Background: an optimization exercise with open tools, aiming at small area. Do not read the settings as production practice.
Only simulation tests tie the RTL to the original design; equivalence was not proved.
No driver is modelled on the clock port, so clocking that relies on it looks cheaper here than on a real chip.
Power is estimated from default activity; no workload was simulated.

==> flow/design.v (excerpt) <==
module fstc (
    input  wire        clk,
    input  wire        rst,
    input  wire        start,
    input  wire        tick,
    input  wire        rsp_valid,
    input  wire [1:0]  rsp_kind,
    input  wire [7:0]  rsp_b0,
    input  wire [7:0]  rsp_b1,
    output reg         rd_req,
    output wire [1:0]  rd_len,
    output wire        busy,
    output wire        valid,
    output wire        failed,
    output wire [2:0]  err,
    output wire [15:0] sr0,
    output wire [15:0] sr1,
    output wire [15:0] sr2,
    output wire [15:0] sr3,
    output wire [15:0] sr4,
    output wire [15:0] sr5,
    output wire [15:0] sr6,
    output wire [15:0] sr7,
    output wire [15:0] sr8,
    output wire [15:0] sr9,
    output wire [15:0] sr10,
    output wire [15:0] sr11,
    output wire [15:0] sr12,
    output wire [15:0] sr13,
    output wire [15:0] sr14,
    output wire [15:0] sr15
);
export LEC_CHECK = 0
export CAP_MARGIN = 20
export CORE_MARGIN = 2
export CORE_UTILIZATION = 55
export PLACE_DENSITY = 0.7
export SLEW_MARGIN = 20
create_clock -name core_clock -period 12.0 [get_ports {clk}]
standard.sh (not shown) runs the stock make flow with config.mk's settings and CLKGATE_MAP_FILE= SYNTH_SCRIPT=/design/flow/synth_recipe.tcl, a recipe that flattens the netlist after the stock synthesis.
==> flow/flow/run.sh <==
#!/bin/bash
# Standard synthesis and layout (standard.sh), with these choices changed:
#  - synthesis maps the combinational logic with an area-oriented ABC script
#    (flow/abc.script, used in place of ORFS's abc_speed.script; every other
#    synthesis step, and so every register, is the standard one);
#  - each port gets a buf_1 as its port buffer instead of the default pick;
#  - CTS builds the tree from clkbuf_8 cells in clusters of up to 16 sinks
#    and adds no dummy loads;
#  - after CTS, cells with spare slack are downsized (flow/post_cts.tcl).
# make's full output goes to synth.log and flow.log here; ORFS keeps each
# step's log under orfs/logs/.
set -euo pipefail
F=$(pwd)/flow
cp -r "$FLOW_HOME/scripts" scripts_abc
cp "$F/abc.script" scripts_abc/abc_speed.script
bash standard.sh "SCRIPTS_DIR=$(pwd)/scripts_abc" synth > synth.log 2>&1
bash standard.sh \
  "BUFFER_PORTS_ARGS=-buffer_cell sky130_fd_sc_hd__buf_1" \
  "CTS_ARGS=-sink_clustering_enable -repair_clock_nets -buf_list sky130_fd_sc_hd__clkbuf_8 -sink_clustering_size 16 -sink_clustering_max_diameter 80 -dont_use_dummy_load" \
  "POST_CTS_TCL=$F/post_cts.tcl" \
  finish > flow.log 2>&1
==> flow/flow/abc.script <==
&get -n
&st
&dch -f
&nf -R 1000 -p -a -F 8 -A 4
&put
topo
dnsize -c
==> flow/flow/post_cts.tcl <==
# Swap cells that have slack to spare for smaller ones.
estimate_parasitics -placement
repair_timing -recover_power 100 -setup_margin 0
report_design_area
The baseline went through all stages and came out clean.
Next try:
Settings changed: CAP_MARGIN 20 to 0, CORE_UTILIZATION 55 to 70, PLACE_DENSITY 0.7 to 0.85, SLEW_MARGIN 20 to 0.
Outcome: Design area falls by 0.49%. Worst hold slack loses 0.016 ns. Non-clock buffer count rises by 2. Via count rises by 7.0%.
Next try:
Settings changed: CORE_UTILIZATION 70 to 55, PLACE_DENSITY 0.85 to 0.7.
Result:
- The changed run passed the timing, design-rule and antenna checks
- utilization goes down by 19 points
- register-to-register slack got worse by 0.07 ns
- fmax goes up by 0.41%
- die area goes up by 26%
- via count goes down by 7.3%
- routed wire length goes down by 7.8%
- power goes up by 0.76%
- setup slack improved by 0.037 ns
- global-route usage goes down by 8.4 points
- count of clock-buffer cells in the layout does not change
Next try:
==> flow/run.sh (new file) <==
#!/bin/bash
# synth_recipe.tcl (not shown) runs the flow's synth.tcl, then flattens the netlist and writes it again
# the make line also repeats each setting of config.mk as NAME=value (left out here)
make -C /OpenROAD-flow-scripts/flow DESIGN_CONFIG=/design/flow/config.mk WORK_HOME=/design/flow/orfs CLKGATE_MAP_FILE= SYNTH_SCRIPT=/design/flow/synth_recipe.tcl finish
Settings changed: CAP_MARGIN 0 to 20, CTS_BUF_LIST set to sky130_fd_sc_hd__clkbuf_8, CTS_CLUSTER_DIAMETER set to 60, CTS_CLUSTER_SIZE set to 16, SLEW_MARGIN 0 to 20.
removed: flow/flow/run.sh
removed: flow/flow/abc.script
removed: flow/flow/post_cts.tcl
removed: flow/standard.sh
Outcome:
- The changed run completed without violations
- count of clock-buffer cells in the layout stays the same
- via count rose by 6.0%
- final area rose by 18%
- wire length climbs by 13%
Next try:
Settings changed: CAP_MARGIN 20 to 0, SLEW_MARGIN 20 to 0.
Effect: Design area barely changes. Synthesized cell count stays the same. Wire length hardly moves. Power stays flat. First-iteration DRC count goes down slightly. Global-route usage does not change.

[what the ideal ports hide]
No port has a modelled driver above. Below, the same layouts with a new extraction and two added sets of constraints. Step 1 sets driving cells, clkbuf_16 on the clock port and buf_2 on the other inputs (assumed; they add their load-dependent delay and slew). Step 2 also shifts input and output timing later by t, the mid clock arrival at the registers, as if the neighbouring blocks saw the same clock. Slacks: no drivers / after step 1 / after step 2; pairs: no drivers / after step 1.
run | t (ns) | setup WS [ns] | hold WS [ns] | clock arrival spread, ns
the first run | 0.526 | 3.090 / 3.099 / 2.574 | 0.426 / 0.426 / 0.426 | 0.063 / 0.063
the second run | 0.522 | 3.040 / 3.055 / 2.532 | 0.410 / 0.410 / 0.410 | 0.051 / 0.051
the third run | 0.526 | 3.077 / 3.087 / 2.561 | 0.432 / 0.432 / 0.432 | 0.060 / 0.060
the fourth run | 0.544 | 3.064 / 3.080 / 2.537 | 0.453 / 0.453 / 0.453 | 0.025 / 0.025
the fifth run | 0.546 | 3.093 / 3.109 / 2.564 | 0.453 / 0.453 / 0.453 | 0.031 / 0.031
After both steps setup and hold are still met in every run listed. For the fifth run, which loses most, drivers alone change the setup slack by +0.016 ns; drivers and shift together by -0.529 ns.
